This is an optimization exercise on Yosys and OpenROAD, whose aim is small area, a short achievable clock period and few clock cycles per item, not a production implementation.
At most, simulation tests tie the RTL to the original design; equivalence was not proved.
Power figures rest on the tool's default switching activity, not on a simulated workload.

==> flow/design.v <==
module apt_frame_parser (
    input  wire        clk,
    input  wire        rst,
    input  wire        in_valid,
    input  wire [7:0]  in_data,
    output wire        in_ready,
    output wire        out_valid,
    input  wire        out_ready,
    output reg  [1:0]  out_kind,
    output wire [1:0]  out_err,
    output reg  [15:0] out_msgid,
    output reg  [6:0]  out_dest,
    output reg  [7:0]  out_source,
    output reg         out_long,
    output reg  [7:0]  out_param1,
    output reg  [7:0]  out_param2,
    output reg  [63:0] out_f0,
    output reg  [31:0] out_f1,
    output reg  [31:0] out_f2,
    output wire [31:0] out_f3,
    output wire [12:0] out_status
);
    reg         oval;        
    reg         inpay;       
    reg         far;         
    reg         kn;          
    reg  [15:0] q;           
    reg         err_enum;    
    reg  [12:0] st;          
    reg  [2:0]  f3h;         
    reg  [7:0]  nx0;
    reg         rdy;
    assign in_ready   = rdy;
    assign out_valid  = oval;
    assign out_err    = {err_enum, !err_enum};
    assign out_status = st;
    assign out_f3     = {16'd0, f3h, st};
    wire        take = in_valid && in_ready;
    wire [7:0]  d    = in_data;
    wire [15:0] len  = {out_param2, out_param1};
    wire        hdr5 = !inpay && q[2:0] == 3'd5;
    wire        last = hdr5 ? (!out_long || len == 16'd0) : (inpay && q == len);
    function h(input integer k);
        h = take && !inpay && q[2:0] == k;
    endfunction
    function p(input integer k);
        p = take && inpay && !far && q[3:0] == k - 5;
    endfunction
    wire        c1  = kn && out_msgid[3:0] == 4'h1;
    wire        c2  = kn && out_msgid[3:0] == 4'h2;
    wire        c3  = kn && out_msgid[3:0] == 4'h3;
    wire        c4  = kn && out_msgid[3:0] == 4'h4;
    wire        c5  = kn && out_msgid[3:0] == 4'h5;
    wire        c6  = kn && out_msgid[3:0] == 4'h6;
    wire        c7  = kn && out_msgid[3:0] == 4'h7;
    wire        c8  = kn && out_msgid[3:0] == 4'h8;
    wire        known = kn;
    wire        kn_d = d == 8'h10 && nx0[7:4] == 4'h0 &&
                       nx0[3:0] != 4'h0 && nx0[3:0] <= 4'h8;
    wire        l4   = len[15:2] == 14'd0;
    wire        l6   = len[15:3] == 13'd0 && len[2:1] != 2'b11;
    wire        l8   = len[15:3] == 13'd0;
    wire        l14  = len[15:4] == 12'd0 && len[3:1] != 3'b111;
    wire        lshort = c2 ? l6 : c4 ? l4 : c8 ? l8 : l14;
    wire        too_short = (c2 | c3 | c4 | c6 | c7 | c8) && (!out_long || lshort);
    wire        bad_enum  = c1 && out_param2 != 8'd1 && out_param2 != 8'd2;
    wire [18:0] adc = {3'd0, d, out_f1[7:0]} + {1'b0, d, out_f1[7:0], 2'b00};
    wire [7:0]  dz = d & {8{inpay}};
    wire        at0 = !inpay && q[2:0] == 3'd0;
    always @(posedge clk) begin
        if (rst)
            rdy <= 1'b1;
        else
            rdy <= (take && last) || !oval || out_ready || (at0 && !take);
    end
    always @(posedge clk) begin
        if (rst) begin
            oval  <= 1'b0;
            inpay <= 1'b0;
            far   <= 1'b0;
            q     <= 16'd0;
        end else begin
            if (out_ready)
                oval <= 1'b0;
            if (take) begin
                if (last) begin
                    oval  <= 1'b1;
                    inpay <= 1'b0;
                    far   <= 1'b0;
                    q     <= 16'd0;
                end else if (hdr5) begin
                    inpay <= 1'b1;
                    q     <= 16'd1;
                end else begin
                    q     <= q + 16'd1;
                    if (inpay && q[3:0] == 4'd14)
                        far <= 1'b1;
                end
            end
        end
    end
    wire c2378 = c2 | c3 | c7 | c8;
    wire c237  = c2 | c3 | c7;
    wire c37   = c3 | c7;
    wire n15   = !(c1 | c5);
    always @(posedge clk) begin
        if (h(0)) nx0 <= d;
        if (h(1)) begin
            out_msgid       <= {d, nx0};
            kn              <= kn_d;
        end
        if (h(2)) out_param1      <= d;
        if (h(3)) out_param2      <= d;
        if (h(4)) begin
            out_long <= d[7];
            out_dest <= d[6:0];
        end
        if (h(5)) begin
            out_source <= d;
            out_kind   <= !known ? 2'd1 : (too_short || bad_enum) ? 2'd2 : 2'd0;
            err_enum   <= !too_short;
        end
        if (h(2))
            out_f0[7:0] <= {d[7:4] & {4{!c5}}, d[3:0]};
        else if (p(6) && n15)
            out_f0[7:0] <= d;
        else if (p(7) && c4)
            out_f0[7:0] <= adc[7:0];
        if (p(7) && c4)
            out_f0[15:8] <= adc[15:8];
        else if (h(2) || (p(7) && n15))
            out_f0[15:8] <= dz;
        if (p(7) && c4)
            out_f0[23:16] <= {5'd0, adc[18:16]};
        else if (h(2) || (p(8) && c6))
            out_f0[23:16] <= dz;
        if (h(2) || (p(9) && c6))  out_f0[31:24] <= dz;
        if (h(2) || (p(10) && c6)) out_f0[39:32] <= dz;
        if (h(2) || (p(11) && c6)) out_f0[47:40] <= dz;
        if (h(2) || (p(12) && c6)) out_f0[55:48] <= dz;
        if (h(2) || (p(13) && c6)) out_f0[63:56] <= dz;
        if (h(3))
            out_f1[7:0] <= {7'd0, d == 8'd1};
        else if (p(9) && c4)
            out_f1[7:0] <= adc[7:0];
        else if ((p(6) && c4) || (p(8) && n15) || (p(14) && c6))
            out_f1[7:0] <= d;
        if (p(9) && c4)
            out_f1[15:8] <= adc[15:8];
        else if (h(3) || (p(9) && c2378) || (p(15) && c6))
            out_f1[15:8] <= dz;
        if (p(9) && c4)
            out_f1[23:16] <= {5'd0, adc[18:16]};
        else if (p(15) && c6)
            out_f1[23:16] <= {8{d[7]}};
        else if (h(3) || (p(10) && c237))
            out_f1[23:16] <= dz;
        if (p(15) && c6)
            out_f1[31:24] <= {8{d[7]}};
        else if (h(3) || (p(11) && c237))
            out_f1[31:24] <= dz;
        if ((p(10) && c8) || (p(12) && c37) || (p(16) && c6))
            out_f2[7:0] <= d;
        if ((p(11) && c8) || (p(13) && c37) || (p(17) && c6))
            out_f2[15:8] <= d;
        if (h(4) || (p(14) && c3) || (p(18) && c6))
            out_f2[23:16] <= dz;
        if (h(4) || (p(15) && c3) || (p(19) && c6))
            out_f2[31:24] <= dz;
        if (p(12) && c8)
            st[7:0] <= d;
        if (p(13) && c8)
            {f3h, st[12:8]} <= d;
        if (p(16) && c37)
            st[5:0] <= {d[7:4], d[1:0]};
        if (p(17) && c37)
            st[10:6] <= {d[6:4], d[2:1]};
        if (p(19) && c37)
            st[12:11] <= {d[7], d[0]};
    end
endmodule
clock: 4.5 ns
lec_check: 0
abc_clock_period_in_ps: 2000
cap_margin: 20
core_margin: 2
core_utilization: 40
cts_cluster_diameter: 80
cts_cluster_size: 24
place_density: 0.6
setup_slack_margin: 2.2
slew_margin: 20
standard.sh (not shown) runs the stock make flow with config.mk's settings and CLKGATE_MAP_FILE= SYNTH_SCRIPT=/design/flow/synth_recipe.tcl, a recipe that flattens the netlist after the stock synthesis.
==> flow/flow/run.sh <==
#!/bin/bash
# The standard layout (the standard.sh) with two changes: port buffers of
# sky130_fd_sc_hd__buf_1, and no full/half-adder cell extraction in synthesis
# (ADDER_MAP_FILE empty), so abc maps the adders for speed.
set -uo pipefail
bash standard.sh "BUFFER_PORTS_ARGS=-buffer_cell sky130_fd_sc_hd__buf_1" "ADDER_MAP_FILE=" finish > standard.log 2>&1
Testbench counts at the start, summed over its fixed seeds: cycles 48,895, items 3,200.
Change:
--- a/flow/design.v
+++ b/flow/design.v
@@ -28,9 +28,7 @@
     reg         err_enum;    
     reg  [12:0] st;          
     reg  [2:0]  f3h;         
-    reg  [7:0]  nx0;
-    reg         rdy;
-    assign in_ready   = rdy;
+    assign in_ready   = !oval || out_ready;
     assign out_valid  = oval;
     assign out_err    = {err_enum, !err_enum};
     assign out_status = st;
@@ -55,8 +53,8 @@
     wire        c7  = kn && out_msgid[3:0] == 4'h7;
     wire        c8  = kn && out_msgid[3:0] == 4'h8;
     wire        known = kn;
-    wire        kn_d = d == 8'h10 && nx0[7:4] == 4'h0 &&
-                       nx0[3:0] != 4'h0 && nx0[3:0] <= 4'h8;
+    wire        kn_d = d == 8'h10 && out_msgid[7:4] == 4'h0 &&
+                       out_msgid[3:0] != 4'h0 && out_msgid[3:0] <= 4'h8;
     wire        l4   = len[15:2] == 14'd0;
     wire        l6   = len[15:3] == 13'd0 && len[2:1] != 2'b11;
     wire        l8   = len[15:3] == 13'd0;
@@ -66,13 +64,6 @@
     wire        bad_enum  = c1 && out_param2 != 8'd1 && out_param2 != 8'd2;
     wire [18:0] adc = {3'd0, d, out_f1[7:0]} + {1'b0, d, out_f1[7:0], 2'b00};
     wire [7:0]  dz = d & {8{inpay}};
-    wire        at0 = !inpay && q[2:0] == 3'd0;
-    always @(posedge clk) begin
-        if (rst)
-            rdy <= 1'b1;
-        else
-            rdy <= (take && last) || !oval || out_ready || (at0 && !take);
-    end
     always @(posedge clk) begin
         if (rst) begin
             oval  <= 1'b0;
@@ -104,9 +95,9 @@
     wire c37   = c3 | c7;
     wire n15   = !(c1 | c5);
     always @(posedge clk) begin
-        if (h(0)) nx0 <= d;
+        if (h(0)) out_msgid[7:0]  <= d;
         if (h(1)) begin
-            out_msgid       <= {d, nx0};
+            out_msgid[15:8] <= d;
             kn              <= kn_d;
         end
         if (h(2)) out_param1      <= d;
Result: Clock power hardly moves. Die area is lower by about 1.9%. Design area goes up by about 2.7%. Combinational power went up by 16%. Total power goes down by about 0.55%. Global-route usage goes up by 0.29 points. Routed wire length barely changes. Count of clock-buffer cells in the layout grows by 2. Fmax rises by about 0.3%. Synthesized area falls by 1.9%. Register-to-register slack barely changes. Worst hold slack gains 0.068 ns.
Function not checked in the second run of this note: the RTL went through the layout flow alone.

[what the ideal ports hide]
Ports are ideal in the flow. The routed layouts listed here were re-timed in OpenROAD.
Step 1: set_driving_cell puts a clkbuf_16 on clk and a buf_2 on each other input, an assumption about the parent block.
Step 2 moves the port delays by t, midway between the first and last clock arrival at a register: inputs arrive t later, outputs are due t later. That takes back most of the time a late clock gives input paths.
Three values: no drivers, after step 1, after step 2; two values: the first two.
run | t, ns | setup slack, ns | worst setup path at the end | worst data-port slew with drivers (ns)
the first run | 0.522 | 2.200 / 2.200 / 1.710 | input to register | 0.06
the second run | 0.529 | 2.208 / 2.172 / 1.698 | input to register | 0.07
After both steps every run listed still meets setup and hold. The setup slack of the second run, which loses most, moves by -0.036 ns with the drivers and by -0.510 ns with both steps.
